Context: an optimization exercise on an open-source flow, tuned for small area, a short achievable clock period and few clock cycles. The choices shown serve that exercise and are no tape-out recipe. RTL that was checked went through simulation tests only; none was proved equivalent to the original. Function not checked in run 2: the RTL went through the layout flow alone. No activity file was given, so power comes from the tool's default toggle rates.

## design.v

```verilog
module qdpa (
    input  wire        clk,
    input  wire        rst_n,
    input  wire        host_we,
    input  wire [3:0]  host_addr,      
    input  wire [31:0] host_wdata,
    output reg  [31:0] host_rdata,
    output wire        busy,
    output wire        irq,
    output wire        mem_req,
    output wire [29:0] mem_addr,       
    input  wire        mem_ack,
    input  wire [31:0] mem_rdata,
    input  wire        mem_err
);
    localparam [31:0] ID_VAL  = 32'h51445041;
    localparam [31:0] VER_VAL = 32'h00010000;
    localparam [3:0] A_ID = 4'h0, A_VER = 4'h1, A_CTRL = 4'h2, A_STATUS = 4'h3,
                     A_CMD = 4'h4, A_N = 4'h5, A_WADDR = 4'h6, A_AADDR = 4'h7,
                     A_RESULT = 4'h8;
    localparam [3:0] E_NONE = 4'd0, E_ILLEGAL = 4'd1, E_BADLEN = 4'd2,
                     E_RANGE = 4'd3, E_BUS = 4'd4;
    localparam [1:0] M_PAIR2 = 2'd0, M_QUAD4 = 2'd1, M_SEQ = 2'd2;
    reg        ie;
    reg        st_busy, st_done, st_err, st_ign;
    reg [3:0]  st_code;
    reg [31:0] r_n, r_waddr, r_aaddr, r_result;
    assign busy = st_busy;
    assign irq  = ie & (st_done | st_err);
    always @(*) begin
        case (host_addr)
            A_ID:     host_rdata = ID_VAL;
            A_VER:    host_rdata = VER_VAL;
            A_CTRL:   host_rdata = {31'd0, ie};
            A_STATUS: host_rdata = {20'd0, st_code, 4'd0, st_ign, st_err, st_done, st_busy};
            A_N:      host_rdata = r_n;
            A_WADDR:  host_rdata = r_waddr;
            A_AADDR:  host_rdata = r_aaddr;
            A_RESULT: host_rdata = r_result;
            default:  host_rdata = 32'd0;
        endcase
    end
    wire [31:0] cmd   = host_wdata;
    wire [3:0]  c_op  = cmd[3:0];
    wire [1:0]  c_md  = cmd[5:4];
    wire        c_rsv = |cmd[15:6];
    wire        c_imm = |cmd[31:16];
    wire is_nop  = !c_rsv && c_op == 4'h0 && c_md == 2'd0 && !c_imm;
    wire is_dot  = !c_rsv && c_op == 4'h1 && c_md != 2'd3 && !c_imm;
    wire is_isum = !c_rsv && c_op == 4'h2 && c_md == 2'd0 && !c_imm;
    wire is_cvth = !c_rsv && c_op == 4'h3 && c_md == 2'd0;
    wire is_nibd = !c_rsv && c_op == 4'h4 && c_md == 2'd0 && cmd[31:24] == 8'd0;
    wire is_clr  = !c_rsv && c_op == 4'h5 && c_md == 2'd0 && !c_imm;
    wire [26:0] n_blocks  = r_n[31:5];
    wire        bad_len   = (r_n == 32'd0) || (r_n[4:0] != 5'd0);
    function rng34(input [34:0] x, input [34:0] y, input [34:0] z);
        reg [34:0] s1, c1, s2, c2;
        reg        cy;
        integer    i;
        begin
            s1 = x ^ y ^ z;
            c1 = {(x[33:0] & y[33:0]) | (x[33:0] & z[33:0]) | (y[33:0] & z[33:0]), 1'b0};
            s2 = s1 ^ c1 ^ 35'h2FFFFFFFF;
            c2 = {(s1[33:0] & c1[33:0]) | ((s1[33:0] | c1[33:0]) & 34'h2FFFFFFFF), 1'b0};
            cy = 1'b0;
            for (i = 0; i < 34; i = i + 1)
                cy = (s2[i] & c2[i]) | ((s2[i] | c2[i]) & cy);
            rng34 = s2[34] ^ c2[34] ^ cy;
        end
    endfunction
    wire range_dot = rng34({3'd0, r_waddr}, {4'd0, n_blocks, 4'd0}, {7'd0, n_blocks, 1'b0}) ||
                     rng34({3'd0, r_aaddr}, {3'd0, n_blocks, 5'd0}, {7'd0, n_blocks, 1'b0});
    wire range_one = (r_waddr > 32'hFFFFFFEE) || (r_aaddr > 32'hFFFFFFDE);
    wire [15:0] h   = cmd[31:16];
    reg  [31:0] cvth_val;
    reg  [3:0]  cv_p;
    wire [22:0] cv_sub = {h[9:0], 13'd0} << (4'd10 - cv_p);
    integer k;
    always @(*) begin
        cv_p = 4'd0;
        for (k = 0; k < 10; k = k + 1)
            if (h[k]) cv_p = k[3:0];
        if (h[14:10] == 5'd0 && h[9:0] == 10'd0)
            cvth_val = {h[15], 31'd0};
        else if (h[14:10] == 5'd0)
            cvth_val = {h[15], {4'd0, cv_p} + 8'd103, cv_sub};
        else if (h[14:10] != 5'd31)
            cvth_val = {h[15], {3'd0, h[14:10]} + 8'd112, h[9:0], 13'd0};
        else if (h[9:0] == 10'd0)
            cvth_val = {h[15], 8'hFF, 23'd0};
        else
            cvth_val = {h[15], 8'hFF, 1'b1, h[8:0], 13'd0};
    end
    wire [7:0]  nb_b     = cmd[23:16];
    wire [15:0] nib_lo   = {12'd0, nb_b[3:0]} - 16'd8;
    wire [15:0] nib_hi   = {12'd0, nb_b[7:4]} - 16'd8;
    wire cmd_wr = host_we && host_addr == A_CMD && !st_busy;
    wire go     = rst_n && cmd_wr &&
                  ((is_dot && !bad_len && !range_dot) || (is_isum && !range_one));
    reg        e_isum;
    reg [1:0]  e_mode;
    reg        f_run;           
    reg        f_ph;            
    reg [29:0] ptr_w, ptr_a;
    reg [5:0]  pos_w, pos_a;    
    reg [7:0]  l_w, l_a;        
    reg [26:0] f_rem;           
    reg [1:0]  f_k;             
    reg        f_b0;            
    reg        u_v, u_a;
    reg [5:0]  u_q;
    reg [31:0] u_d;
    reg [4:0]  u_tag;
    reg        u_b0;
    reg [15:0] qp0, qp1, qp2, qp3, qp4, qp5, qp6, qp7;
    reg [15:0] wcur, acur, pend_w, pend_a;
    reg        sc_pend;         
    reg signed [17:0] isum;
    reg        is_v;
    reg [4:0]  is_tag;
    reg [31:0] s0, s1, s2, s3;
    reg        q_act;
    reg [1:0]  q_step;
    reg [4:0]  q_tag;
    reg        p1_v, p1_fin, p2_v, p2_fin;
    reg [1:0]  p1_dst, p2_dst;
    reg [64:0] p1_t;
    reg [41:0] p2_u;
    wire       f_ok     = f_ph ? !is_v : !sc_pend;
    assign     mem_req  = f_run && f_ok;
    assign     mem_addr = f_ph ? ptr_a : ptr_w;
    wire       ack      = mem_req && mem_ack;
    wire [5:0] f_pos    = f_ph ? pos_a : pos_w;
    wire       odd_o    = f_ph ? r_aaddr[0] : r_waddr[0];
    wire [7:0] f_l      = f_ph ? l_a : l_w;
    wire [31:0] unit_in = odd_o ? {mem_rdata[23:0], f_l} : mem_rdata;
    wire [29:0] addr_inc = mem_addr + 30'd1;
    wire       f_last   = f_ph ? ($signed(f_pos) >= 6'sd15) : ($signed(f_pos) >= 6'sd7);
    wire [2:0] f_rs     = (f_rem[26:3] != 24'd0) ? 3'd7 : f_rem[2:0];
    reg  [26:0] f_rem_dec;
    reg         f_bw;
    integer j;
    always @(*) begin
        f_bw = 1'b1;
        for (j = 0; j < 27; j = j + 1) begin
            f_rem_dec[j] = f_rem[j] ^ f_bw;
            f_bw = f_bw & ~f_rem[j];
        end
    end
    function [5:0] pos0(input [1:0] o);
        pos0 = (o == 2'd0) ? 6'd0 : (o == 2'd3) ? 6'h3E : 6'h3F;
    endfunction
    wire signed [5:0] uq = u_q;
    wire [15:0] h0 = u_d[15:0];
    wire [15:0] h1 = u_d[31:16];
    wire w_u = u_v && !u_a;
    wire a_u = u_v && u_a;
    wire l0 = u_a ? (uq >= 6'sd1) : (uq >= 6'sd1 && uq <= 6'sd8);
    wire l1 = u_a ? (uq >= 6'sd0 && uq <= 6'sd15) : (uq >= 6'sd0 && uq <= 6'sd7);
    wire sh1 = u_v && (l0 ^ l1);
    wire sh2 = u_v && l0 && l1;
    wire [15:0] x1 = u_a ? qp0 : (l0 ? h0 : h1);
    wire [15:0] x2 = u_a ? qp1 : h1;
    wire [15:0] wt0 = qp0;
    wire [15:0] wt1 = l0 ? qp1 : qp0;
    wire        hi0 = uq >= 6'sd9;
    wire        hi1 = uq >= 6'sd8;
    wire [3:0]  n00 = hi0 ? wt0[7:4]  : wt0[3:0];
    wire [3:0]  n01 = hi0 ? wt0[15:12] : wt0[11:8];
    wire [3:0]  n10 = hi1 ? wt1[7:4]  : wt1[3:0];
    wire [3:0]  n11 = hi1 ? wt1[15:12] : wt1[11:8];
    wire [7:0] a00 = l0 ? h0[7:0]  : 8'd0;
    wire [7:0] a01 = l0 ? h0[15:8] : 8'd0;
    wire [7:0] a10 = l1 ? h1[7:0]  : 8'd0;
    wire [7:0] a11 = l1 ? h1[15:8] : 8'd0;
    function [17:0] bw(input [3:0] n, input [7:0] a);
        reg [7:0] r0, r1, r2, r3;
        begin
            r0 = {~(n[0] & a[7]), {7{n[0]}} & a[6:0]};
            r1 = {~(n[1] & a[7]), {7{n[1]}} & a[6:0]};
            r2 = {~(n[2] & a[7]), {7{n[2]}} & a[6:0]};
            r3 = {~n[3] & a[7], ~({7{~n[3]}} & a[6:0])};
            bw = {10'd0, r0} + {9'd0, r1, 1'b0} + {8'd0, r2, 2'b0} + {7'd0, r3, 3'b0};
        end
    endfunction
    wire [17:0] isum_base = (uq <= 6'sd1) ? 18'd0 : isum;
    wire [17:0] isum_nx = isum_base + bw(n00, a00) + bw(n01, a01) + bw(n10, a10) + bw(n11, a11) + 18'd254496;
    wire        c_v;
    wire [31:0] c_val;
    wire [4:0]  c_tag;
    wire        sc_take, is_take, c_take;
    wire        fin_dot  = p2_v && p2_fin;
    wire        fin_isum = is_v && e_isum;
    wire        abort    = ack && mem_err;
    wire        clr      = !rst_n || abort || fin_dot || fin_isum;
    qdpa_contrib u_contrib (
        .clk(clk), .clr(clr),
        .sc_v(sc_pend), .hw(wcur), .ha(acur), .sc_take(sc_take),
        .is_v(is_v && !e_isum), .isum(isum), .is_tag(is_tag), .is_take(is_take),
        .c_take(c_take), .c_v(c_v), .c(c_val), .c_tag(c_tag)
    );
    wire [4:0] ev   = q_act ? q_tag : c_tag;
    wire [1:0] stp  = q_act ? q_step : 2'd0;
    wire [1:0] kmod = ev[4:3];
    wire [2:0] rs   = ev[2:0];
    wire [1:0] nbm  = r_n[6:5];
    wire       nbo  = r_n[5];
    wire single = (e_mode != M_SEQ) && rs == 3'd1 && nbo;
    wire inrem  = (rs <= {1'b0, nbm});
    wire qp0e   = inrem && nbm[1] && rs == {1'b0, nbm};
    wire qp1e   = inrem && nbm[1] && rs == {1'b0, nbm} - 3'd1 && !single;
    wire rfin   = rs == 3'd1;
    reg [2:0] o_a;      
    reg [1:0] o_b;      
    reg [1:0] o_d;
    reg       o_last, o_fin;
    always @(*) begin
        o_a = 3'd0; o_b = 2'd0; o_d = 2'd0; o_last = 1'b1; o_fin = 1'b0;
        if (e_mode == M_SEQ || single) begin
            o_fin = rfin;
        end else if (e_mode == M_PAIR2) begin
            if (kmod[0]) begin
                if (stp == 2'd0) begin
                    o_a = 3'd1; o_d = 2'd1; o_last = !(rs <= 3'd2);
                end else begin
                    o_b = 2'd1; o_fin = rfin;
                end
            end
        end else if (qp0e) begin
            o_a = 3'd4; o_d = 2'd1;
        end else if (qp1e) begin
            case (stp)
                2'd0: begin o_a = 3'd4; o_d = 2'd2; o_last = 1'b0; end
                2'd1: begin o_a = 3'd1; o_b = 2'd2; o_d = 2'd1; o_last = 1'b0; end
                default: begin o_b = 2'd1; o_fin = rfin; end
            endcase
        end else begin
            case (stp)
                2'd0: begin o_a = {1'b0, kmod}; o_d = kmod;
                            o_last = !(kmod == 2'd3 && rs <= 3'd4); end
                2'd1: begin o_b = 2'd1; o_last = 1'b0; end
                2'd2: begin o_a = 3'd2; o_b = 2'd3; o_d = 2'd2; o_last = 1'b0; end
                default: begin o_b = 2'd2; o_fin = rfin; end
            endcase
        end
    end
    reg [31:0] op_a, op_b;
    always @(*) begin
        case (o_a)
            3'd0: op_a = s0;
            3'd1: op_a = s1;
            3'd2: op_a = s2;
            3'd3: op_a = s3;
            default: op_a = 32'd0;
        endcase
        case (o_b)
            2'd0: op_b = c_val;
            2'd1: op_b = s1;
            2'd2: op_b = s2;
            default: op_b = s3;
        endcase
    end
    wire        issue = !p1_v && !p2_v && (q_act || c_v);
    assign      c_take = issue && !q_act;
    wire [64:0] fa_t;
    wire [41:0] fa_u;
    wire [31:0] fa_r;
    qdpa_fadd_s1 u_fa1 (.a(op_a), .b(op_b), .t(fa_t));
    qdpa_fadd_s2 u_fa2 (.t(p1_t), .u(fa_u));
    qdpa_fadd_s3 u_fa3 (.u(p2_u), .r(fa_r));
    always @(posedge clk) begin
        u_v <= 1'b0;
        if (ack) begin
            u_v   <= 1'b1;
            u_a   <= f_ph;
            u_q   <= f_pos;
            u_d   <= unit_in;
            u_tag <= {f_k, f_rs};
            u_b0  <= f_b0;
            if (f_ph) begin
                ptr_a <= addr_inc;
                l_a   <= mem_rdata[31:24];
                if (f_last) begin
                    pos_a <= f_pos - 6'd15;
                    f_rem <= f_rem_dec;
                    f_k   <= f_k + 2'd1;
                    f_ph  <= 1'b0;
                    f_b0  <= 1'b0;
                    if (f_rem == 27'd1) f_run <= 1'b0;
                end else begin
                    pos_a <= f_pos + 6'd2;
                end
            end else begin
                ptr_w <= addr_inc;
                l_w   <= mem_rdata[31:24];
                if (f_last) begin
                    pos_w <= f_pos - 6'd7;
                    f_ph  <= 1'b1;
                end else begin
                    pos_w <= f_pos + 6'd2;
                end
            end
        end
        if (sh1) begin
            qp0 <= qp1; qp1 <= qp2; qp2 <= qp3; qp3 <= qp4;
            qp4 <= qp5; qp5 <= qp6; qp6 <= qp7; qp7 <= x1;
        end else if (sh2) begin
            qp0 <= qp2; qp1 <= qp3; qp2 <= qp4; qp3 <= qp5;
            qp4 <= qp6; qp5 <= qp7; qp6 <= x1; qp7 <= x2;
        end
        if (w_u) begin
            if (uq == -6'sd1) wcur <= h1;
            if (uq == 6'sd0)  wcur <= h0;
            if (uq == 6'sd1 && !u_b0) wcur <= pend_w;
            if (uq == 6'sd8)  pend_w <= h1;
        end
        if (a_u) begin
            if (uq == -6'sd1) acur <= h1;
            if (uq == 6'sd0)  acur <= h0;
            if (uq == 6'sd1 && !u_b0) acur <= pend_a;
            if (uq == 6'sd16) pend_a <= h1;
            if (uq == -6'sd1 || uq == 6'sd0 || (uq == 6'sd1 && !u_b0)) sc_pend <= 1'b1;
            isum <= isum_nx;
            if (uq >= 6'sd15) begin
                is_v   <= 1'b1;
                is_tag <= u_tag;
            end
        end
        if (sc_take) sc_pend <= 1'b0;
        if (is_take) is_v <= 1'b0;
        if (p2_v) begin
            case (p2_dst)
                2'd0: s0 <= fa_r;
                2'd1: s1 <= fa_r;
                2'd2: s2 <= fa_r;
                default: s3 <= fa_r;
            endcase
        end
        p2_v   <= p1_v;
        p2_u   <= fa_u;
        p2_dst <= p1_dst;
        p2_fin <= p1_fin;
        p1_v   <= 1'b0;
        if (issue) begin
            p1_v   <= 1'b1;
            p1_t   <= fa_t;
            p1_dst <= o_d;
            p1_fin <= o_fin;
            if (!q_act) q_tag <= c_tag;
            q_act  <= !o_last;
            q_step <= stp + 2'd1;
        end
        if (clr) begin
            f_run   <= 1'b0;
            u_v     <= 1'b0;
            is_v    <= 1'b0;
            sc_pend <= 1'b0;
            q_act   <= 1'b0;
            p1_v    <= 1'b0;
            p2_v    <= 1'b0;
        end
        if (go) f_run <= 1'b1;
        if (cmd_wr) begin
            f_ph   <= 1'b0;
            ptr_w  <= r_waddr[31:2];
            ptr_a  <= r_aaddr[31:2];
            pos_w  <= pos0(r_waddr[1:0]);
            pos_a  <= pos0(r_aaddr[1:0]);
            f_rem  <= (c_op[1]) ? 27'd1 : n_blocks;
            f_k    <= 2'd0;
            f_b0   <= 1'b1;
            e_isum <= c_op[1];
            e_mode <= c_op[1] ? M_SEQ : c_md;
            s0 <= 32'd0; s1 <= 32'd0; s2 <= 32'd0; s3 <= 32'd0;
        end
    end
    always @(posedge clk) begin
        if (!rst_n) begin
            ie       <= 1'b0;
            st_busy  <= 1'b0;
            st_done  <= 1'b0;
            st_err   <= 1'b0;
            st_ign   <= 1'b0;
            st_code  <= E_NONE;
            r_n      <= 32'd0;
            r_waddr  <= 32'd0;
            r_aaddr  <= 32'd0;
            r_result <= 32'd0;
        end else begin
            if (host_we) begin
                case (host_addr)
                    A_CTRL: ie <= host_wdata[0];
                    A_STATUS: begin
                        if (host_wdata[1]) st_done <= 1'b0;
                        if (host_wdata[2]) begin st_err <= 1'b0; st_code <= E_NONE; end
                        if (host_wdata[3]) st_ign <= 1'b0;
                    end
                    A_CMD, A_N, A_WADDR, A_AADDR: begin
                        if (st_busy) begin
                            st_ign <= 1'b1;
                        end else begin
                            case (host_addr)
                                A_N:     r_n     <= host_wdata;
                                A_WADDR: r_waddr <= host_wdata;
                                A_AADDR: r_aaddr <= host_wdata;
                                default: begin
                                    st_done <= 1'b0;
                                    st_err  <= 1'b0;
                                    st_code <= E_NONE;
                                    if (is_nop) begin
                                        st_done <= 1'b1;
                                    end else if (is_clr) begin
                                        st_ign   <= 1'b0;
                                        r_result <= 32'd0;
                                        st_done  <= 1'b1;
                                    end else if (is_cvth) begin
                                        r_result <= cvth_val;
                                        st_done  <= 1'b1;
                                    end else if (is_nibd) begin
                                        r_result <= {nib_hi, nib_lo};
                                        st_done  <= 1'b1;
                                    end else if (is_dot) begin
                                        if (bad_len) begin
                                            st_err <= 1'b1; st_code <= E_BADLEN;
                                        end else if (range_dot) begin
                                            st_err <= 1'b1; st_code <= E_RANGE;
                                        end else begin
                                            st_busy <= 1'b1;
                                        end
                                    end else if (is_isum) begin
                                        if (range_one) begin
                                            st_err <= 1'b1; st_code <= E_RANGE;
                                        end else begin
                                            st_busy <= 1'b1;
                                        end
                                    end else begin
                                        st_err <= 1'b1; st_code <= E_ILLEGAL;
                                    end
                                end
                            endcase
                        end
                    end
                    default: ;
                endcase
            end
            if (st_busy) begin
                if (abort) begin
                    st_busy <= 1'b0;
                    st_err  <= 1'b1;
                    st_code <= E_BUS;
                end else if (fin_isum) begin
                    st_busy  <= 1'b0;
                    st_done  <= 1'b1;
                    r_result <= {{14{isum[17]}}, isum};
                end else if (fin_dot) begin
                    st_busy  <= 1'b0;
                    st_done  <= 1'b1;
                    r_result <= fa_r;
                end
            end
        end
    end
endmodule
module qdpa_contrib (
    input  wire        clk,
    input  wire        clr,           
    input  wire        sc_v,
    input  wire [15:0] hw,
    input  wire [15:0] ha,
    output wire        sc_take,
    input  wire        is_v,
    input  wire signed [17:0] isum,
    input  wire [4:0]  is_tag,
    output wire        is_take,
    input  wire        c_take,
    output reg         c_v,
    output reg  [31:0] c,
    output reg  [4:0]  c_tag
);
    localparam [31:0] CANON_NAN = 32'h7FC00000;
    localparam [2:0] C_IDLE = 3'd0, C_S = 3'd1, C_SW = 3'd2, C_P = 3'd3,
                     C_N = 3'd4, C_O = 3'd5;
    reg [2:0]  st;
    reg [1:0]  cnt;
    reg [21:0] m;         
    reg [37:0] acc;
    reg [15:0] q;         
    reg [7:0]  ex;
    reg        f_nan, f_inf, f_zero, f_ssa;
    reg        p_sgn, p_izero;
    reg [4:0]  tag;
    wire [4:0] ew = hw[14:10];
    wire [4:0] ea = ha[14:10];
    wire [9:0] mw = hw[9:0];
    wire [9:0] ma = ha[9:0];
    wire w_nan  = (ew == 5'd31) && (mw != 10'd0);
    wire a_nan  = (ea == 5'd31) && (ma != 10'd0);
    wire w_inf  = (ew == 5'd31) && (mw == 10'd0);
    wire a_inf  = (ea == 5'd31) && (ma == 10'd0);
    wire w_zero = (ew == 5'd0) && (mw == 10'd0);
    wire a_zero = (ea == 5'd0) && (ma == 10'd0);
    wire [4:0] xw = (ew == 5'd0) ? 5'd1 : ew;
    wire [4:0] xa = (ea == 5'd0) ? 5'd1 : ea;
    wire [11:0] siga = {1'b0, ea != 5'd0, ma};
    assign sc_take = (st == C_IDLE) && sc_v;
    assign is_take = (st == C_SW) && is_v;
    reg [3:0] dig;
    always @(*) begin
        if (st == C_S)
            case (cnt)
                2'd0: dig = siga[11:8];
                2'd1: dig = siga[7:4];
                default: dig = siga[3:0];
            endcase
        else
            dig = q[15:12];
    end
    wire [25:0] pm   = m * dig;
    wire [37:0] step = {acc[33:0], 4'd0} + {12'd0, pm};
    wire [17:0] mag = isum[17] ? -isum : isum;
    reg [1:0] lzn;
    always @(*) begin
        if (acc[37])      lzn = 2'd0;
        else if (acc[36]) lzn = 2'd1;
        else if (acc[35]) lzn = 2'd2;
        else              lzn = 2'd3;
    end
    reg [23:0] fr;      
    reg        stk;
    always @(*) begin
        case (lzn)
            2'd0: begin fr = acc[36:13]; stk = |acc[12:0]; end
            2'd1: begin fr = acc[35:12]; stk = |acc[11:0]; end
            2'd2: begin fr = acc[34:11]; stk = |acc[10:0]; end
            default: begin fr = acc[33:10]; stk = |acc[9:0]; end
        endcase
    end
    wire [7:0]  bexp  = ex - {6'd0, lzn};
    wire        rup   = fr[0] & (stk | fr[1]);
    reg  [30:0] mag_r;
    reg         icy;
    integer     b;
    always @(*) begin
        icy = rup;
        for (b = 0; b < 31; b = b + 1) begin
            mag_r[b] = ((b < 23) ? fr[b + 1] : bexp[b - 23]) ^ icy;
            icy      = icy & ((b < 23) ? fr[b + 1] : bexp[b - 23]);
        end
    end
    wire        sgn   = p_sgn ^ f_ssa;
    reg [31:0] c_val;
    always @(*) begin
        if (f_nan)
            c_val = CANON_NAN;
        else if (f_inf)
            c_val = p_izero ? CANON_NAN : {sgn, 8'hFF, 23'd0};
        else if (f_zero || p_izero)
            c_val = {sgn, 31'd0};
        else
            c_val = {sgn, mag_r};
    end
    always @(posedge clk) begin
        if (clr) begin
            st  <= C_IDLE;
            c_v <= 1'b0;
        end else begin
            if (c_take) c_v <= 1'b0;
            case (st)
                C_IDLE: if (sc_v) begin
                    m      <= {11'd0, ew != 5'd0, mw};
                    acc    <= 38'd0;
                    cnt    <= 2'd0;
                    ex     <= 8'd114 + {3'd0, xw} + {3'd0, xa};
                    f_nan  <= w_nan || a_nan || (w_inf && a_zero) || (a_inf && w_zero);
                    f_inf  <= w_inf || a_inf;
                    f_zero <= w_zero || a_zero;
                    f_ssa  <= hw[15] ^ ha[15];
                    st     <= C_S;
                end
                C_S: begin
                    acc <= step;
                    cnt <= cnt + 2'd1;
                    if (cnt == 2'd2) begin
                        m  <= step[21:0];
                        st <= C_SW;
                    end
                end
                C_SW: if (is_v) begin
                    q       <= mag[15:0];
                    p_sgn   <= isum[17];
                    p_izero <= (isum == 18'sd0);
                    tag     <= is_tag;
                    acc     <= 38'd0;
                    cnt     <= 2'd0;
                    st      <= C_P;
                end
                C_P: begin
                    acc <= step;
                    q   <= {q[11:0], 4'd0};
                    cnt <= cnt + 2'd1;
                    if (cnt == 2'd3) st <= C_N;
                end
                C_N: begin
                    if (f_nan || f_inf || f_zero || p_izero || acc[37:34] != 4'd0) begin
                        st <= C_O;
                    end else begin
                        acc <= {acc[33:0], 4'd0};
                        ex  <= ex - 8'd4;
                    end
                end
                default: begin
                    if (!c_v || c_take) begin
                        c     <= c_val;
                        c_tag <= tag;
                        c_v   <= 1'b1;
                        st    <= C_IDLE;
                    end
                end
            endcase
        end
    end
endmodule
module qdpa_fadd_s1 (
    input  wire [31:0] a,
    input  wire [31:0] b,
    output wire [64:0] t
);
    wire        sa = a[31];
    wire        sb = b[31];
    wire [7:0]  ea = a[30:23];
    wire [7:0]  eb = b[30:23];
    wire [22:0] fa = a[22:0];
    wire [22:0] fb = b[22:0];
    wire a_max = (ea == 8'hFF);
    wire b_max = (eb == 8'hFF);
    wire a_fz  = (fa == 23'd0);
    wire b_fz  = (fb == 23'd0);
    wire a_inf = a_max && a_fz;
    wire b_inf = b_max && b_fz;
    wire nan = (a_max && !a_fz) || (b_max && !b_fz) || (a_inf && b_inf && (sa != sb));
    wire inf = a_inf || b_inf;
    wire isg = a_inf ? sa : sb;
    wire        ha = ea != 8'd0;
    wire        hb = eb != 8'd0;
    wire [7:0]  xa = {ea[7:1], ea[0] | !ha};
    wire [7:0]  xb = {eb[7:1], eb[0] | !hb};
    wire [8:0]  dab = {1'b0, xa} - {1'b0, xb};
    wire [8:0]  dba = {1'b0, xb} - {1'b0, xa};
    wire        a_big = {xa, ha, fa} >= {xb, hb, fb};
    wire [7:0]  d     = a_big ? dab[7:0] : dba[7:0];
    wire        s_big = a_big ? sa : sb;
    wire        s_sml = a_big ? sb : sa;
    wire [7:0]  x_big = a_big ? xa : xb;
    wire [23:0] m_big = a_big ? {ha, fa} : {hb, fb};
    wire [23:0] m_sml = a_big ? {hb, fb} : {ha, fa};
    wire [26:0] ext  = {m_sml, 3'b000};
    wire        far  = d >= 8'd27;
    wire [4:0]  d5   = d[4:0];
    wire [26:0] shr  = ext >> d5;
    wire [26:0] msk  = ~({27{1'b1}} << d5);
    wire        stk  = |(ext & msk);
    wire [26:0] sml_al = far ? {26'd0, |m_sml} : {shr[26:1], shr[0] | stk};
    assign t = {nan, inf, isg, sa & sb, s_big, s_big != s_sml, x_big, m_big, sml_al};
endmodule
module qdpa_fadd_s2 (
    input  wire [64:0] t,
    output wire [41:0] u
);
    wire        sub    = t[59];
    wire [7:0]  x_big  = t[58:51];
    wire [23:0] m_big  = t[50:27];
    wire [26:0] sml_al = t[26:0];
    wire [27:0] big_ext = {1'b0, m_big, 3'b000};
    wire [27:0] sml_ext = {1'b0, sml_al};
    wire [27:0] sum     = big_ext + (sml_ext ^ {28{sub}}) + {27'd0, sub};
    reg [4:0]  lz;
    reg [4:0]  sh;
    reg [26:0] nrm;
    reg [8:0]  xn;
    integer i;
    always @(*) begin
        lz = 5'd0;
        for (i = 0; i <= 26; i = i + 1)
            if (sum[i]) lz = 5'd26 - i[4:0];
        if ({3'd0, lz} < x_big) begin
            sh = lz;
            xn = {1'b0, x_big} - {4'd0, lz};
        end else begin
            sh = x_big[4:0] - 5'd1;
            xn = 9'd1;
        end
        if (sum[27]) begin
            nrm = {sum[27:2], sum[1] | sum[0]};
            xn  = {1'b0, x_big} + 9'd1;
        end else begin
            nrm = sum[26:0] << sh;
        end
    end
    assign u = {t[64:60], sum == 28'd0, xn, nrm};
endmodule
module qdpa_fadd_s3 (
    input  wire [41:0] u,
    output reg  [31:0] r
);
    localparam [31:0] CANON_NAN = 32'h7FC00000;
    wire        nan   = u[41];
    wire        inf   = u[40];
    wire        isg   = u[39];
    wire        zsg   = u[38];
    wire        s_big = u[37];
    wire        zero  = u[36];
    wire [8:0]  xn    = u[35:27];
    wire [26:0] nrm   = u[26:0];
    wire        rup   = nrm[2] & (nrm[1] | nrm[0] | nrm[3]);
    wire [24:0] mr    = {1'b0, nrm[26:3]} + {24'd0, rup};
    wire [23:0] mfin  = mr[24] ? mr[24:1] : mr[23:0];
    wire [8:0]  xfin  = mr[24] ? xn + 9'd1 : xn;
    wire [7:0]  efld  = mfin[23] ? xfin[7:0] : 8'd0;
    always @(*) begin
        if (nan)
            r = CANON_NAN;
        else if (inf)
            r = {isg, 8'hFF, 23'd0};
        else if (zero)
            r = {zsg, 31'd0};
        else if (xfin >= 9'd255)
            r = {s_big, 8'hFF, 23'd0};
        else
            r = {s_big, efld, mfin[22:0]};
    end
endmodule
```

## run.sh

```bash
#!/bin/bash
# synth_recipe.tcl (not shown) runs the flow's synth.tcl, then flattens the netlist and writes it again
# the make line also repeats each setting of config.mk as NAME=value (left out here)
make -C /OpenROAD-flow-scripts/flow DESIGN_CONFIG=/design/flow/config.mk WORK_HOME=/design/flow/orfs CLKGATE_MAP_FILE= SYNTH_SCRIPT=/design/flow/synth_recipe.tcl finish
```

## config.mk

```make
export PLATFORM = sky130hd
export DESIGN_NAME = qdpa
export DESIGN_NICKNAME = qdpa
export VERILOG_FILES = /design/flow/design.v
export SDC_FILE = /design/flow/constraint.sdc
export NUM_CORES = 4
export LEC_CHECK = 0
export CAP_MARGIN = 20
export CORE_MARGIN = 2
export CORE_UTILIZATION = 55
export PLACE_DENSITY = 0.65
export SLEW_MARGIN = 20
```

## constraint.sdc

```tcl
create_clock -name core_clock -period 18.0 [get_ports {clk}]
set_input_delay 3.6000 -clock core_clock [delete_from_list [all_inputs] [get_ports {clk}]]
set_output_delay 3.6000 -clock core_clock [all_outputs]
set_load 0.01 [all_outputs]
```

==> results of run 1 <==
## report_power, final
group | switching [uW] | internal [uW] | total [uW]
Combinational | 422 | 256 | 678
Clock | 917 | 1260 | 2180
Sequential | 54.7 | 2270 | 2330
## through the flow
step | hold slack, ns | power, uW
global route | 0.3482 | 5362
finish | 0.3418 | 5180
floorplan | 0.3233 | 2823
global placement | 0.3245 | 3026
detailed placement | 0.3285 | 3029
CTS | 0.3421 | 5193
## cells in the mapped netlist (38+ instances only)
master,number
a21oi_1,480
nor4_1,53
nor2b_1,73
nor2_1,567
nand2_1,955
a22oi_1,68
a21boi_0,108
nand4_1,52
a21o_1,98
mux2i_1,188
fa_1,201
clkbuf_1,322
inv_1,469
nor3_1,93
o21a_1,62
and3_1,51
xnor2_1,108
nand3_1,175
dfxtp_1,325
o21ai_0,303
edfxtp_1,587
ha_1,362
o22ai_1,48
and2_1,108
mux2_2,221
a211oi_1,135
o211ai_1,38
xor2_1,96
## sequential cells by signal, indices dropped and copies added, names as in the netlist, 18 cells and up
signal and count:
u_d 32, p2_u 42, s2 32, u_contrib.acc 38, r_aaddr 32, ptr_w 30, f_rem 27, r_waddr 32
ptr_a 30, s0 32, s1 32, s3 32, p1_t 65, r_n 32, r_result 32, u_contrib.c 32
isum 18, u_contrib.m 22
## final cells by class
cell class / instances / area (um2) / area share
well taps: 1524 / 1907 / 0.02718
diodes: 2 / 5.005 / 0.00007134
flip-flops and latches: 912 / 24130 / 0.3440
inverters: 472 / 1779 / 0.02536
repair buffers: 232 / 2101 / 0.02994
clock inverters: 53 / 661.9 / 0.009434
multi-input cells: 5168 / 36740 / 0.5236
clock buffers: 134 / 2834 / 0.04039
## logic make-up (layout without fill, tap and decap cells)
group                      Yosys count  after routing  share of synthesized area
and+or+nand+nor                   2299           2299                     0.1632
AOI/OAI and AO/OA                 1674           1674                     0.1714
DFF                                912            912                     0.3776
buffers and inverters              861            891                    0.05239
adders and majority gates          569            569                     0.1348
muxes                              421            421                    0.07235
xor gates and xnor gates           205            205                    0.02833
other                                0              2                          0
## cells in the final DEF (no fill, tap or decap), drive strengths merged, types with 201 or more instances in the layout
master / n
a21oi: 482
fa: 201
dfxtp: 325
ha: 362
edfxtp: 587
nor2: 568
o21ai: 315
mux2: 222
inv: 473
nand2: 955
## worst max path at each step
| stage | start | to | cells past startpoint |
|---|---|---|---|
| floorplan | u_q[1] | qp0[0] | 5 |
| global placement | host_addr[1] | host_rdata[11] | 8 |
| detailed placement | host_addr[1] | host_rdata[11] | 8 |
| CTS | q_act | p1_t[26] | 29 |
| global route | q_act | p1_t[26] | 29 |
| finish | q_act | p1_t[26] | 29 |
## layer usage
metal	global-route usage	up-vias	part of all wire
met1	0.4394	25560	0.43
li1	-	24660	-
met2	0.5017	1930	0.46
met5	0	-	0.00013
met3	0.04420	354	0.070
met4	0.1159	4	0.037
==> metrics.md, run 1 <==
| Metric | Value |
|---|---|
| Min-Delay Path Class | reg2reg |
| CP endpoint kind | flip-flop |
| Number of global-route vias before repair | roughly 49k |
| Min Clock Period, post-route | 10.33 ns |
| Pre-Repair DR Iteration Count | 6 |
| Setup CP Type | reg2reg |
| Wire per inst | around 23 um |
| Worst-path clk slew | around 0.06 ns |
| CTS tree | yes |
| Leakage power | 0.02747 uW |
| Final period utilization | 0.5740 |
| Fin area | 70160 um2 |
| Syn. warnings | 4 |
| Layout Nets | around 7.5k |
| HPWL Detailed | about 140000 um |
| Initial antenna violation count | 6 |
| Async S/R FF share, synth | 0 |
| Die ar. | around 120000 um2 |
| Slew headroom | 0.2570 |
| Worst EP arrival | between 10 and 15 ns |
| Hold Path Cell Cnt | 0 |
| Max incr delay on CP | 0.69 ns |
| Starting density of the core | 0.5522 |
| Top delay family on crit path | compound AO/OA/AOI/OAI gates |
| Status | timing/DRC/antenna clean |
| Clock tree sinks | 912 |
| RSZ-0062 raised after global routing | no |
| Layout cells sized above 1 | 0.08306 |
| Resized cells post-CTS | 0 |
| Crit path launch type | flip-flop |
| First-pass GRT wire length | between 200000 and 300000 um |
| Hold path startpoint | p1_t[64] |
| Congestion Overflow GR | 0 |
| Worst r2r src | q_act |
| Vias/cell | ~6.2 |
| Skew final | between 0.03 and 0.04 ns |
| Ports | around 140 |
| Largest net degree at the start of global routing | between 100 and 150 |
| Final non-filler cell total | 8497 |
| Top cells by area, synth | edfxtp_1 28%, dfxtp_1 10%, ha_1 7.1%, fa_1 6.3%, nand2_1 5.6% |
| Fin Setup TNS | 0 ns |
| Area Growth Syn to Fin | 9.769% |
| Total GRT Usage | 0.3155 |
| Netlist cell types | 110 |
| Root Buffer Master | clkbuf_16 |
| Post-synth EDFFs | slightly below 600 |
| Worst Tran Pin Value | between 1 and 1.5 ns |
| Gpl congestion | approximately 0.97 |
| Leading area contributor after synthesis | edfxtp_1 |
| Seq/Total Area, Yosys | 0.3776 |
| CTS Buf Count | 100 |
| Syn Nets | 7577 |
| Routed Antenna Nets | 0 |
| Slowest stage cell, crit path | o21ai_2 |
| R2R depth | 29 |
| Reg2reg end | p1_t[26] |
| Required @ worst endpoint | about 18 ns |
| Max Cap Viol | 0 |
| Drt first-iter violations | 4821 |
| Post-Place Worst Slack | 7.820 ns |
| Final setup vio count | 0 |
| Fin util | 0.6062 |
| Clock latency on the worst-skew pair | slightly above 0.7 ns |
| Final hold vios | 0 |
| Final WL | 191400 um |
| Placed cell count | about 8.3k |
| Synthesized area | between 60000 and 70000 um2 |
| #FFs+latches synth | ~910 |
| Post-DP Area | roughly 67000 um2 |
| Die H | between 300 and 400 um |
| Buf/Inv on CP | 5 |
| Flop2flop setup slack | 7.67 ns |
| Predominant post-synthesis flop cell | edfxtp_1 |
| Avg Inst Size Synth | about 9 um2 |
| Htree depth | 3 |
| Achievable Freq | around 0.097 GHz |
| Worst setup margin | approximately 7.7 ns |
| Final number of max-transition violations | 0 |
| I/O Buffers | roughly 140 |
| Crit path top cell by count | buf_4 |
| Power Density | about 74 nW/um2 |
| Syn Inst Count | approximately 6.9k |
| DR DRC count | 0 |
| Post-synth top area share | 0.2758 |
| Core outline area | around 120000 um2 |
| DR vias | 52.51k |
| Hold endpoint | p2_u[41] |
| Setup Fix Bufs, Post-CTS | 0 |
| CTS hold repair buffers | 0 |
| Die span in x | 344.9 um |
| Longest Clk Path Bufs | 3 |
| Max IR drop VDD | 0.06000 mV |
| Rows | 125 |
| Fill cell count | between 9k and 10k |
| Crit path max fanout | 47 |
Testbench counts, summed over its fixed seeds: cycles 30,345.
==> inputs of run 2 (changes only) <==
--- a/design.v
+++ b/design.v
@@ -122,10 +122,6 @@
     reg        q_act;
     reg [1:0]  q_step;
     reg [4:0]  q_tag;
-    reg        p1_v, p1_fin, p2_v, p2_fin;
-    reg [1:0]  p1_dst, p2_dst;
-    reg [64:0] p1_t;
-    reg [41:0] p2_u;
     wire       f_ok     = f_ph ? !is_v : !sc_pend;
     assign     mem_req  = f_run && f_ok;
     assign     mem_addr = f_ph ? ptr_a : ptr_w;
@@ -186,10 +182,15 @@
     wire [17:0] isum_base = (uq <= 6'sd1) ? 18'd0 : isum;
     wire [17:0] isum_nx = isum_base + bw(n00, a00) + bw(n01, a01) + bw(n10, a10) + bw(n11, a11) + 18'd254496;
     wire        c_v;
-    wire [31:0] c_val;
+    wire [37:0] c_acc;
+    wire [7:0]  c_ex;
+    wire [3:0]  c_fl;
     wire [4:0]  c_tag;
     wire        sc_take, is_take, c_take;
-    wire        fin_dot  = p2_v && p2_fin;
+    wire        fu_idle, fu_done;
+    wire [31:0] fa_r;
+    reg         o_fin;
+    wire        fin_dot  = fu_done && o_fin;
     wire        fin_isum = is_v && e_isum;
     wire        abort    = ack && mem_err;
     wire        clr      = !rst_n || abort || fin_dot || fin_isum;
@@ -197,7 +198,7 @@
         .clk(clk), .clr(clr),
         .sc_v(sc_pend), .hw(wcur), .ha(acur), .sc_take(sc_take),
         .is_v(is_v && !e_isum), .isum(isum), .is_tag(is_tag), .is_take(is_take),
-        .c_take(c_take), .c_v(c_v), .c(c_val), .c_tag(c_tag)
+        .p_take(c_take), .p_v(c_v), .p_acc(c_acc), .p_ex(c_ex), .p_fl(c_fl), .p_tag(c_tag)
     );
     wire [4:0] ev   = q_act ? q_tag : c_tag;
     wire [1:0] stp  = q_act ? q_step : 2'd0;
@@ -213,9 +214,9 @@
     reg [2:0] o_a;      
     reg [1:0] o_b;      
     reg [1:0] o_d;
-    reg       o_last, o_fin;
+    reg       o_last;
     always @(*) begin
-        o_a = 3'd0; o_b = 2'd0; o_d = 2'd0; o_last = 1'b1; o_fin = 1'b0;
+        o_a = 3'd0; o_b = 2'd1; o_d = 2'd0; o_last = 1'b1; o_fin = 1'b0;
         if (e_mode == M_SEQ || single) begin
             o_fin = rfin;
         end else if (e_mode == M_PAIR2) begin
@@ -234,14 +235,20 @@
                 2'd1: begin o_a = 3'd1; o_b = 2'd2; o_d = 2'd1; o_last = 1'b0; end
                 default: begin o_b = 2'd1; o_fin = rfin; end
             endcase
-        end else begin
+        end else if (kmod == 2'd1) begin
+            if (stp == 2'd0) begin
+                o_a = 3'd1; o_d = 2'd1; o_last = !(rs <= 3'd6);
+            end else begin
+                o_b = 2'd1;
+            end
+        end else if (kmod == 2'd3) begin
             case (stp)
-                2'd0: begin o_a = {1'b0, kmod}; o_d = kmod;
-                            o_last = !(kmod == 2'd3 && rs <= 3'd4); end
-                2'd1: begin o_b = 2'd1; o_last = 1'b0; end
-                2'd2: begin o_a = 3'd2; o_b = 2'd3; o_d = 2'd2; o_last = 1'b0; end
+                2'd0: begin o_a = 3'd3; o_d = 2'd3; o_last = !(rs <= 3'd4); end
+                2'd1: begin o_a = 3'd2; o_b = 2'd3; o_d = 2'd2; o_last = 1'b0; end
                 default: begin o_b = 2'd2; o_fin = rfin; end
             endcase
+        end else begin
+            o_a = {1'b0, kmod}; o_d = kmod;
         end
     end
     reg [31:0] op_a, op_b;
@@ -254,20 +261,19 @@
             default: op_a = 32'd0;
         endcase
         case (o_b)
-            2'd0: op_b = c_val;
-            2'd1: op_b = s1;
             2'd2: op_b = s2;
-            default: op_b = s3;
+            2'd3: op_b = s3;
+            default: op_b = s1;
         endcase
     end
-    wire        issue = !p1_v && !p2_v && (q_act || c_v);
-    assign      c_take = issue && !q_act;
-    wire [64:0] fa_t;
-    wire [41:0] fa_u;
-    wire [31:0] fa_r;
-    qdpa_fadd_s1 u_fa1 (.a(op_a), .b(op_b), .t(fa_t));
-    qdpa_fadd_s2 u_fa2 (.t(p1_t), .u(fa_u));
-    qdpa_fadd_s3 u_fa3 (.u(p2_u), .r(fa_r));
+    wire go_p   = fu_idle && !q_act && c_v;
+    wire go_add = fu_idle && q_act;
+    assign c_take = go_p;
+    qdpa_fadd32 u_fu (
+        .clk(clk), .clr(clr), .go_add(go_add), .go_p(go_p),
+        .a(op_a), .b(op_b), .pacc(c_acc), .pex(c_ex), .pfl(c_fl),
+        .idle(fu_idle), .done(fu_done), .r(fa_r)
+    );
     always @(posedge clk) begin
         u_v <= 1'b0;
         if (ack) begin
@@ -328,27 +334,20 @@
         end
         if (sc_take) sc_pend <= 1'b0;
         if (is_take) is_v <= 1'b0;
-        if (p2_v) begin
-            case (p2_dst)
+        if (go_p) begin
+            q_act  <= 1'b1;
+            q_tag  <= c_tag;
+            q_step <= 2'd0;
+        end
+        if (fu_done) begin
+            case (o_d)
                 2'd0: s0 <= fa_r;
                 2'd1: s1 <= fa_r;
                 2'd2: s2 <= fa_r;
                 default: s3 <= fa_r;
             endcase
-        end
-        p2_v   <= p1_v;
-        p2_u   <= fa_u;
-        p2_dst <= p1_dst;
-        p2_fin <= p1_fin;
-        p1_v   <= 1'b0;
-        if (issue) begin
-            p1_v   <= 1'b1;
-            p1_t   <= fa_t;
-            p1_dst <= o_d;
-            p1_fin <= o_fin;
-            if (!q_act) q_tag <= c_tag;
             q_act  <= !o_last;
-            q_step <= stp + 2'd1;
+            q_step <= q_step + 2'd1;
         end
         if (clr) begin
             f_run   <= 1'b0;
@@ -356,8 +355,6 @@
             is_v    <= 1'b0;
             sc_pend <= 1'b0;
             q_act   <= 1'b0;
-            p1_v    <= 1'b0;
-            p2_v    <= 1'b0;
         end
         if (go) f_run <= 1'b1;
         if (cmd_wr) begin
@@ -472,10 +469,12 @@
     input  wire signed [17:0] isum,
     input  wire [4:0]  is_tag,
     output wire        is_take,
-    input  wire        c_take,
-    output reg         c_v,
-    output reg  [31:0] c,
-    output reg  [4:0]  c_tag
+    input  wire        p_take,
+    output wire        p_v,
+    output wire [37:0] p_acc,
+    output wire [7:0]  p_ex,
+    output wire [3:0]  p_fl,       
+    output wire [4:0]  p_tag
 );
     localparam [31:0] CANON_NAN = 32'h7FC00000;
     localparam [2:0] C_IDLE = 3'd0, C_S = 3'd1, C_SW = 3'd2, C_P = 3'd3,
@@ -518,59 +517,22 @@
     wire [25:0] pm   = m * dig;
     wire [37:0] step = {acc[33:0], 4'd0} + {12'd0, pm};
     wire [17:0] mag = isum[17] ? -isum : isum;
-    reg [1:0] lzn;
-    always @(*) begin
-        if (acc[37])      lzn = 2'd0;
-        else if (acc[36]) lzn = 2'd1;
-        else if (acc[35]) lzn = 2'd2;
-        else              lzn = 2'd3;
-    end
-    reg [23:0] fr;      
-    reg        stk;
-    always @(*) begin
-        case (lzn)
-            2'd0: begin fr = acc[36:13]; stk = |acc[12:0]; end
-            2'd1: begin fr = acc[35:12]; stk = |acc[11:0]; end
-            2'd2: begin fr = acc[34:11]; stk = |acc[10:0]; end
-            default: begin fr = acc[33:10]; stk = |acc[9:0]; end
-        endcase
-    end
-    wire [7:0]  bexp  = ex - {6'd0, lzn};
-    wire        rup   = fr[0] & (stk | fr[1]);
-    reg  [30:0] mag_r;
-    reg         icy;
-    integer     b;
-    always @(*) begin
-        icy = rup;
-        for (b = 0; b < 31; b = b + 1) begin
-            mag_r[b] = ((b < 23) ? fr[b + 1] : bexp[b - 23]) ^ icy;
-            icy      = icy & ((b < 23) ? fr[b + 1] : bexp[b - 23]);
-        end
-    end
-    wire        sgn   = p_sgn ^ f_ssa;
-    reg [31:0] c_val;
-    always @(*) begin
-        if (f_nan)
-            c_val = CANON_NAN;
-        else if (f_inf)
-            c_val = p_izero ? CANON_NAN : {sgn, 8'hFF, 23'd0};
-        else if (f_zero || p_izero)
-            c_val = {sgn, 31'd0};
-        else
-            c_val = {sgn, mag_r};
-    end
+    wire sgn = p_sgn ^ f_ssa;
+    assign p_v   = (st == C_O);
+    assign p_acc = acc;
+    assign p_ex  = ex;
+    assign p_fl  = {f_nan || (f_inf && p_izero), f_inf && !p_izero, f_zero || p_izero, sgn};
+    assign p_tag = tag;
     always @(posedge clk) begin
         if (clr) begin
             st  <= C_IDLE;
-            c_v <= 1'b0;
         end else begin
-            if (c_take) c_v <= 1'b0;
             case (st)
                 C_IDLE: if (sc_v) begin
                     m      <= {11'd0, ew != 5'd0, mw};
                     acc    <= 38'd0;
                     cnt    <= 2'd0;
-                    ex     <= 8'd114 + {3'd0, xw} + {3'd0, xa};
+                    ex     <= 8'd113 + {3'd0, xw} + {3'd0, xa};
                     f_nan  <= w_nan || a_nan || (w_inf && a_zero) || (a_inf && w_zero);
                     f_inf  <= w_inf || a_inf;
                     f_zero <= w_zero || a_zero;
@@ -601,131 +563,162 @@
                     if (cnt == 2'd3) st <= C_N;
                 end
                 C_N: begin
-                    if (f_nan || f_inf || f_zero || p_izero || acc[37:34] != 4'd0) begin
+                    if (f_nan || f_inf || f_zero || p_izero || acc[37:36] != 2'd0) begin
                         st <= C_O;
-                    end else begin
+                    end else if (acc[37:34] == 4'd0) begin
                         acc <= {acc[33:0], 4'd0};
                         ex  <= ex - 8'd4;
+                    end else begin
+                        acc <= {acc[35:0], 2'd0};
+                        ex  <= ex - 8'd2;
                     end
                 end
-                default: begin
-                    if (!c_v || c_take) begin
-                        c     <= c_val;
-                        c_tag <= tag;
-                        c_v   <= 1'b1;
-                        st    <= C_IDLE;
-                    end
-                end
+                default: if (p_take) st <= C_IDLE;
             endcase
         end
     end
 endmodule
-module qdpa_fadd_s1 (
-    input  wire [31:0] a,
+module qdpa_fadd32 (
+    input  wire        clk,
+    input  wire        clr,
+    input  wire        go_add,      
+    input  wire        go_p,        
+    input  wire [31:0] a,           
     input  wire [31:0] b,
-    output wire [64:0] t
+    input  wire [37:0] pacc,        
+    input  wire [7:0]  pex,         
+    input  wire [3:0]  pfl,         
+    output wire        idle,
+    output wire        done,
+    output reg  [31:0] r
 );
+    localparam [31:0] CANON_NAN = 32'h7FC00000;
+    localparam [2:0] F_IDLE = 3'd0, F_AL = 3'd1, F_AD = 3'd2, F_NO = 3'd3, F_RO = 3'd4;
+    reg [2:0]  st;
+    reg        fused;
+    reg [27:0] x;
+    reg [26:0] y;
+    reg [8:0]  e;
+    reg [7:0]  xs;
+    reg        f_nan, f_inf, f_isg, f_zsg, f_sbig, f_sub, f_zero;
+    assign idle = (st == F_IDLE);
+    assign done = (st == F_RO) && !fused;
+    wire        sub_e = f_sub && (st == F_AD);
+    wire [27:0] sum   = x + ({1'b0, y} ^ {28{sub_e}}) + {27'd0, sub_e};
+    wire [24:0] mr   = sum[27:3];
+    wire [23:0] mfin = mr[24] ? mr[24:1] : mr[23:0];
+    wire [8:0]  xfin = mr[24] ? e + 9'd1 : e;
+    wire [7:0]  efld = mfin[23] ? xfin[7:0] : 8'd0;
+    always @(*) begin
+        if (f_nan)
+            r = CANON_NAN;
+        else if (f_inf)
+            r = {f_isg, 8'hFF, 23'd0};
+        else if (f_zero)
+            r = {f_zsg, 31'd0};
+        else if (xfin >= 9'd255)
+            r = {f_sbig, 8'hFF, 23'd0};
+        else
+            r = {f_sbig, efld, mfin[22:0]};
+    end
+    wire [31:0] bb = (st == F_RO) ? r : b;
     wire        sa = a[31];
-    wire        sb = b[31];
+    wire        sb = bb[31];
     wire [7:0]  ea = a[30:23];
-    wire [7:0]  eb = b[30:23];
+    wire [7:0]  eb = bb[30:23];
     wire [22:0] fa = a[22:0];
-    wire [22:0] fb = b[22:0];
+    wire [22:0] fb = bb[22:0];
     wire a_max = (ea == 8'hFF);
     wire b_max = (eb == 8'hFF);
     wire a_fz  = (fa == 23'd0);
     wire b_fz  = (fb == 23'd0);
     wire a_inf = a_max && a_fz;
     wire b_inf = b_max && b_fz;
-    wire nan = (a_max && !a_fz) || (b_max && !b_fz) || (a_inf && b_inf && (sa != sb));
-    wire inf = a_inf || b_inf;
-    wire isg = a_inf ? sa : sb;
+    wire s_nan = (a_max && !a_fz) || (b_max && !b_fz) || (a_inf && b_inf && (sa != sb));
+    wire s_inf = a_inf || b_inf;
+    wire s_isg = a_inf ? sa : sb;
     wire        ha = ea != 8'd0;
     wire        hb = eb != 8'd0;
     wire [7:0]  xa = {ea[7:1], ea[0] | !ha};
     wire [7:0]  xb = {eb[7:1], eb[0] | !hb};
-    wire [8:0]  dab = {1'b0, xa} - {1'b0, xb};
-    wire [8:0]  dba = {1'b0, xb} - {1'b0, xa};
     wire        a_big = {xa, ha, fa} >= {xb, hb, fb};
-    wire [7:0]  d     = a_big ? dab[7:0] : dba[7:0];
-    wire        s_big = a_big ? sa : sb;
-    wire        s_sml = a_big ? sb : sa;
-    wire [7:0]  x_big = a_big ? xa : xb;
-    wire [23:0] m_big = a_big ? {ha, fa} : {hb, fb};
-    wire [23:0] m_sml = a_big ? {hb, fb} : {ha, fa};
-    wire [26:0] ext  = {m_sml, 3'b000};
+    wire [7:0]  d    = e[7:0] - xs;
     wire        far  = d >= 8'd27;
-    wire [4:0]  d5   = d[4:0];
-    wire [26:0] shr  = ext >> d5;
-    wire [26:0] msk  = ~({27{1'b1}} << d5);
-    wire        stk  = |(ext & msk);
-    wire [26:0] sml_al = far ? {26'd0, |m_sml} : {shr[26:1], shr[0] | stk};
-    assign t = {nan, inf, isg, sa & sb, s_big, s_big != s_sml, x_big, m_big, sml_al};
-endmodule
-module qdpa_fadd_s2 (
-    input  wire [64:0] t,
-    output wire [41:0] u
-);
-    wire        sub    = t[59];
-    wire [7:0]  x_big  = t[58:51];
-    wire [23:0] m_big  = t[50:27];
-    wire [26:0] sml_al = t[26:0];
-    wire [27:0] big_ext = {1'b0, m_big, 3'b000};
-    wire [27:0] sml_ext = {1'b0, sml_al};
-    wire [27:0] sum     = big_ext + (sml_ext ^ {28{sub}}) + {27'd0, sub};
     reg [4:0]  lz;
-    reg [4:0]  sh;
-    reg [26:0] nrm;
-    reg [8:0]  xn;
     integer i;
     always @(*) begin
         lz = 5'd0;
         for (i = 0; i <= 26; i = i + 1)
-            if (sum[i]) lz = 5'd26 - i[4:0];
-        if ({3'd0, lz} < x_big) begin
-            sh = lz;
-            xn = {1'b0, x_big} - {4'd0, lz};
-        end else begin
-            sh = x_big[4:0] - 5'd1;
-            xn = 9'd1;
-        end
-        if (sum[27]) begin
-            nrm = {sum[27:2], sum[1] | sum[0]};
-            xn  = {1'b0, x_big} + 9'd1;
+            if (x[i]) lz = 5'd26 - i[4:0];
+    end
+    wire        lz_ok = {4'd0, lz} < e;
+    wire [4:0]  sh    = lz_ok ? lz : (e[4:0] - 5'd1);
+    function [26:0] rev27(input [26:0] v);
+        integer k;
+        for (k = 0; k < 27; k = k + 1) rev27[k] = v[26 - k];
+    endfunction
+    wire        in_al  = (st == F_AL);
+    wire [26:0] sh_in  = in_al ? y : rev27(x[26:0]);
+    wire [4:0]  amt    = in_al ? d[4:0] : sh;
+    wire [26:0] sh_out = sh_in >> amt;
+    wire [26:0] msk    = ~({27{1'b1}} << d[4:0]);
+    wire        stk    = |(y & msk);
+    wire [26:0] nl     = rev27(sh_out);
+    wire [26:0] nrm    = x[27] ? {x[27:2], x[1] | x[0]} : nl;
+    wire        rup    = nrm[2] & (nrm[1] | nrm[0] | nrm[3]);
+    wire [26:0] pn   = pacc[37] ? {pacc[37:12], |pacc[11:0]} : {pacc[36:11], |pacc[10:0]};
+    wire        prup = pn[2] & (pn[1] | pn[0] | pn[3]);
+    wire start = go_add || (st == F_RO && fused);
+    always @(posedge clk) begin
+        if (clr) begin
+            st <= F_IDLE;
         end else begin
-            nrm = sum[26:0] << sh;
+            if (start) begin
+                x      <= {1'b0, a_big ? {ha, fa} : {hb, fb}, 3'b000};
+                y      <= {a_big ? {hb, fb} : {ha, fa}, 3'b000};
+                e      <= {1'b0, a_big ? xa : xb};
+                xs     <= a_big ? xb : xa;
+                f_sbig <= a_big ? sa : sb;
+                f_sub  <= sa != sb;
+                f_nan  <= s_nan;
+                f_inf  <= s_inf;
+                f_isg  <= s_isg;
+                f_zsg  <= sa & sb;
+                fused  <= 1'b0;
+                st     <= F_AL;
+            end else if (go_p) begin
+                x      <= {1'b0, pn};
+                y      <= {23'd0, prup, 3'b000};
+                e      <= {1'b0, pex} + {8'd0, pacc[37]};
+                f_sbig <= pfl[0];
+                f_nan  <= pfl[3];
+                f_inf  <= pfl[2];
+                f_zero <= pfl[1];
+                f_isg  <= pfl[0];
+                f_zsg  <= pfl[0];
+                fused  <= 1'b1;
+                st     <= F_RO;
+            end else begin
+                case (st)
+                    F_AL: begin
+                        y  <= far ? {26'd0, |y} : {sh_out[26:1], sh_out[0] | stk};
+                        st <= F_AD;
+                    end
+                    F_AD: begin
+                        x      <= sum;
+                        f_zero <= (sum == 28'd0);
+                        st     <= F_NO;
+                    end
+                    F_NO: begin
+                        x  <= {1'b0, nrm};
+                        y  <= {23'd0, rup, 3'b000};
+                        e  <= x[27] ? e + 9'd1 : (lz_ok ? e - {4'd0, lz} : 9'd1);
+                        st <= F_RO;
+                    end
+                    F_RO: st <= F_IDLE;
+                    default: ;
+                endcase
+            end
         end
     end
-    assign u = {t[64:60], sum == 28'd0, xn, nrm};
-endmodule
-module qdpa_fadd_s3 (
-    input  wire [41:0] u,
-    output reg  [31:0] r
-);
-    localparam [31:0] CANON_NAN = 32'h7FC00000;
-    wire        nan   = u[41];
-    wire        inf   = u[40];
-    wire        isg   = u[39];
-    wire        zsg   = u[38];
-    wire        s_big = u[37];
-    wire        zero  = u[36];
-    wire [8:0]  xn    = u[35:27];
-    wire [26:0] nrm   = u[26:0];
-    wire        rup   = nrm[2] & (nrm[1] | nrm[0] | nrm[3]);
-    wire [24:0] mr    = {1'b0, nrm[26:3]} + {24'd0, rup};
-    wire [23:0] mfin  = mr[24] ? mr[24:1] : mr[23:0];
-    wire [8:0]  xfin  = mr[24] ? xn + 9'd1 : xn;
-    wire [7:0]  efld  = mfin[23] ? xfin[7:0] : 8'd0;
-    always @(*) begin
-        if (nan)
-            r = CANON_NAN;
-        else if (inf)
-            r = {isg, 8'hFF, 23'd0};
-        else if (zero)
-            r = {zsg, 31'd0};
-        else if (xfin >= 9'd255)
-            r = {s_big, 8'hFF, 23'd0};
-        else
-            r = {s_big, efld, mfin[22:0]};
-    end
 endmodule
==> flow/run.sh (new file) <==
#!/bin/bash
# Own layout flow: the standard layout (standard.sh, standard synthesis
# unchanged) with its timing repair steps aiming at a 9 ns setup target
# (SETUP_SLACK_MARGIN 9 on the design's 18 ns clock) and drive-2 port
# buffers. The clock period and the constraints are the design's.
set -euo pipefail
export SETUP_SLACK_MARGIN=9
export TNS_END_PERCENT=20
export BUFFER_PORTS_ARGS="-buffer_cell sky130_fd_sc_hd__buf_2"
bash standard.sh > standard.log 2>&1
==> standard.sh (new file) <==
#!/bin/bash
# synth_recipe.tcl (not shown) runs the flow's synth.tcl, then flattens the netlist and writes it again
# the make line also repeats each setting of config.mk as NAME=value (left out here)
make -C /OpenROAD-flow-scripts/flow DESIGN_CONFIG=/design/flow/config.mk WORK_HOME=/design/flow/orfs CLKGATE_MAP_FILE= SYNTH_SCRIPT=/design/flow/synth_recipe.tcl "${@:-finish}"
removed: run.sh
==> run 2 against run 1 <==
Worst hold slack better by 0.071 ns. Still clean on timing, DRC and antenna. Final cell count is 1.6% lower. Core utilization hardly changed. Global-route usage is 4.5 points higher. Sequential share of layout area is 0.98 points lower. Largest cell class unchanged. Count of clock-buffer cells in the layout is 8 lower. Via count is 2.1% higher. First-iteration DRC count is 25% higher. Routed wire length is 12% higher. Synthesized cell count is 1.4% lower. Combinational power is 29% lower.
==> metrics.md, run 2 <==
| Metric | Value |
|---|---|
| Largest net degree at the start of global routing | 104 (-3.7%) |
| Routed Antenna Nets | 0 (unchanged) |
| Slowest stage cell, crit path | and2_2 |
| Post-synth EDFFs | 562 (-4.3%) |
| Wire per inst | 25.66 um (+14%) |
| Root Buffer Master | clkbuf_16 |
| Max FFs per register | 38 (-42%) |
| Power Density | 69.83 nW/um2 (-5.4%) |
| Number of global-route vias before repair | 50.22k (+2.3%) |
| Async S/R FF share, synth | 0 (unchanged) |
| Hold Path Cell Cnt | 0 (unchanged) |
| CTS tree | yes |
| Area Growth Syn to Fin | 9.077% |
| Biggest register | u_contrib.acc |
| Max Cap Viol | 0 (unchanged) |
| Max IR drop VDD | 0.08473 mV (+41%) |
| CP Cell Sequence | buf_4, nor3_1, buf_4, and2_2, a22oi_1, o21ai_0, buf_2 |
| Fin area | 67280 um2 (-4.1%) |
| Skew final | 0.02932 ns (-0.005953 ns) |
| I/O Buffers | 137 (unchanged) |
| Vias/cell | 6.414 (+3.8%) |
| Top delay family on crit path | simple AND/OR/NAND/NOR gates |
| Status | timing/DRC/antenna clean |
| CTS Buf Count | 96 (-4.0%) |
| Die H | 338.9 um (-1.7%) |
| Slew headroom | 0.1848 (-0.07216) |
| Count leader, synth | nand2_1 |
| Starting density of the core | 0.5558 (+0.003583) |
| Worst EP arrival | 5.32 ns (-5.44 ns) |
| Most frequent cells after synthesis | 983 x nand2_1, 562 x edfxtp_1, 530 x a21oi_1, 451 x nor2_1, 440 x inv_1 |
| Avg Inst Size Synth | 9.016 um2 (-2.1%) |
| CTS hold repair buffers | 0 (unchanged) |
| Buf/Inv on CP | 3 (-2) |
| First-pass GRT wire length | 318500 um (+9.0%) |
| Syn Nets | 7444 (-1.8%) |
| Final period utilization | 0.4958 (-0.07816) |
| Longest Clk Path Bufs | 3 (unchanged) |
| Syn Inst Count | 6841 (-1.4%) |
| Leakage power | 0.02633 uW (-4.2%) |
| Leading area contributor after synthesis | edfxtp_1 |
| CP endpoint kind | output pin |
| Gpl congestion | 1.050 (+8.7%) |
| Crit path launch type | input port |
| Htree depth | 3 (unchanged) |
| Die ar. | 114800 um2 (-3.5%) |
| Min-Delay Path Class | reg2reg |
| Netlist cell types | 95 (-14%) |
| Max incr delay on CP | 0.47 ns (-0.22 ns) |
| Worst r2r src | u_q[1] |
| RSZ-0062 raised after global routing | yes |
| Clock tree sinks | 842 (-7.7%) |
| Pre-Repair DR Iteration Count | 10 (+4) |
| Total GRT Usage | 0.3610 (+0.04550) |
| Worst Tran Pin Value | 1.210 ns (+0.1098 ns) |
| Crit path top cell by count | buf_4 |
| Cell depth of the worst setup path | 7 (-76%) |
| Layout Nets | 7391 (-1.7%) |
| Layout cells sized above 1 | 0.1055 (+0.02247) |
| Reg2reg end | isum[16] |
| Post-DP Area | 63640 um2 (-4.5%) |
| Post-synth top area share | 0.2736 (-0.002191) |
| Drt first-iter violations | 6042 (+25%) |
| Final hold vios | 0 (unchanged) |
| Worst-path clk slew | 0.06 ns (about the same) |
| Clock latency on the worst-skew pair | 0.71 ns (about the same) |
| #FFs+latches synth | 842 (-7.7%) |
| Hold endpoint | is_tag[3] |
| Achievable Freq | 0.1120 GHz (+16%) |
| DR DRC count | 0 (unchanged) |
| Flop2flop setup slack | 9.40 ns (+1.73 ns) |
| Rows | 122 (-2.4%) |
| Commonest non-fill, non-tap cell in the layout | nand2_1 |
| Hold path startpoint | u_tag[3] |
| Top cells by area, synth | edfxtp_1 27%, dfxtp_1 9.1%, ha_1 6.7%, fa_1 6.5%, nand2_1 6.0% |
| Core outline area | 111000 um2 (-4.1%) |
| Final WL | 214500 um (+12%) |
| Syn. warnings | 3 (-1) |
| Fin Setup TNS | 0 ns (unchanged) |
| Crit path max fanout | 45 (-4.3%) |
| Min Clock Period, post-route | 8.925 ns (-1.407 ns) |
| Final setup vio count | 0 (unchanged) |
| Congestion Overflow GR | 0 (unchanged) |
| Initial antenna violation count | 16 (+10) |
| Required @ worst endpoint | 14.40 ns (-4.03 ns) |
| Synthesized area | 61680 um2 (-3.5%) |
| Die span in x | 338.9 um (-1.7%) |
| HPWL Detailed | 158400 um (+12%) |
| Final number of max-transition violations | 0 (unchanged) |
| Predominant post-synthesis flop cell | edfxtp_1 |
| R2R depth | 32 (+10%) |
| Setup CP Type | in2out |
| DR vias | 53.63k (+2.1%) |
| Seq/Total Area, Yosys | 0.3645 (-0.01311) |
| Commonest cells after routing, fill and taps aside | 978 x nand2_1, 562 x edfxtp_1, 526 x a21oi_1 |
| Ports | 138 (unchanged) |
==> run 2: cell count changes after synthesis, moves of 28 or more <==
| cell | before | now |
|---|---|---|
| a21boi_0 | 108 | 16 |
| a21oi_1 | 480 | 530 |
| and2_1 | 108 | 69 |
| clkbuf_1 | 322 | 352 |
| dfxtp_1 | 325 | 280 |
| ha_1 | 362 | 330 |
| inv_1 | 469 | 440 |
| mux2i_1 | 188 | 244 |
| nand2_1 | 955 | 983 |
| nor2_1 | 567 | 451 |
| o21ai_0 | 303 | 404 |
| o22ai_1 | 48 | 95 |
==> run 2: worst max path at each step <==
stage	from	end	slack (ns)
6_report	host_addr[0]	host_rdata[1]	9.08
5_1_grt	u_q[1]	isum[16]	8.91
4_1_cts	u_q[1]	isum[16]	8.87
3_5_place_dp	u_q[4]	isum[16]	8.43
3_3_place_gp	host_addr[0]	host_rdata[8]	8.64
2_1_floorplan	host_addr[0]	host_rdata[0]	9.12
==> run 2: kinds of logic (layout without fill, tap and decap cells) <==
kind of cell,after synthesis,count (layout),synth area share
AOI/OAI and AO/OA,1791,1791,0.1832
other,0,3,0
DFF,842,842,0.3645
xor gates and xnor gates,183,183,0.02611
buffers and inverters,852,879,0.05339
and+or+nand+nor,2189,2191,0.1619
adders and majority gates,537,537,0.1330
muxes,447,447,0.07793
==> run 2: through the flow <==
stage | utilization | setup slack, ns | std cells | total power [uW] | hold slack [ns]
2_1_floorplan | - | 9.118 | 6841 | 2503 | 0.4003
3_3_place_gp | 0.5733 | 8.639 | 8163 | 2647 | 0.4056
3_5_place_dp | 0.5735 | 8.428 | 8163 | 2653 | 0.4045
4_1_cts | 0.6038 | 8.870 | 8343 | 4701 | 0.4140
5_1_grt | 0.6062 | 8.912 | 8358 | 4835 | 0.4172
6_report | 0.6063 | 9.075 | 8361 | 4698 | 0.4125
==> run 2: what timing repair did <==
item                                    CTS  global route
resized for setup                         8            25
buffers inserted                          0            11
cloned                                    0             3
pin swaps                                 0             2
endpoints found under the setup margin   36            56
==> run 2: layer usage <==
metal  global-route usage  vias to the layer above  wire length, um
li1                     -                    24570                -
met1               0.4781                    25850            86180
met2               0.5563                     2576            95230
met3              0.06460                      617            18720
met4               0.2084                       14            14310
met5                    0                        -               86
==> run 2: final cells by class <==
cell class,count,area (um2)
clock inverter,54,691.9
tap,1488,1862
fill,9662,43690
sequential,842,22490
clock buffer,126,2640
multi-input combinational,5149,36300
inverter,444,1674
timing repair buffer,255,1618
antenna,3,7.507
==> run 2: where the power goes <==
| group | internal, uW | switching, uW |
|---|---|---|
| Combinational | 181 | 301 |
| Clock | 1190 | 874 |
| Sequential | 2100 | 50.7 |

==> what the ideal ports hide <==
How much do the figures lean on ideal ports? The routed layouts below were timed once more, with nothing changed but the port constraints.
Step 1, drivers: a clkbuf_16 drives clk and a buf_2 each remaining input, both assumed.
Step 2 moves the port delays by t, midway between the first and last clock arrival at a register: inputs arrive t later, outputs are due t later. That takes back most of the time a late clock gives input paths.
Three values: ideal ports, drivers, drivers and shift; two values: the first two.
run | shift t [ns] | slack for setup (ns) | clock arrival spread, ns
run 1 | 0.770 | 7.668 / 7.668 / 7.668 | 0.043 / 0.043
run 2 | 0.771 | 9.075 / 9.052 / 9.052 | 0.030 / 0.030
After both steps setup and hold are still met in every run listed. For run 2, which loses most, drivers alone change the setup slack by -0.023 ns; drivers and shift together by -0.023 ns.
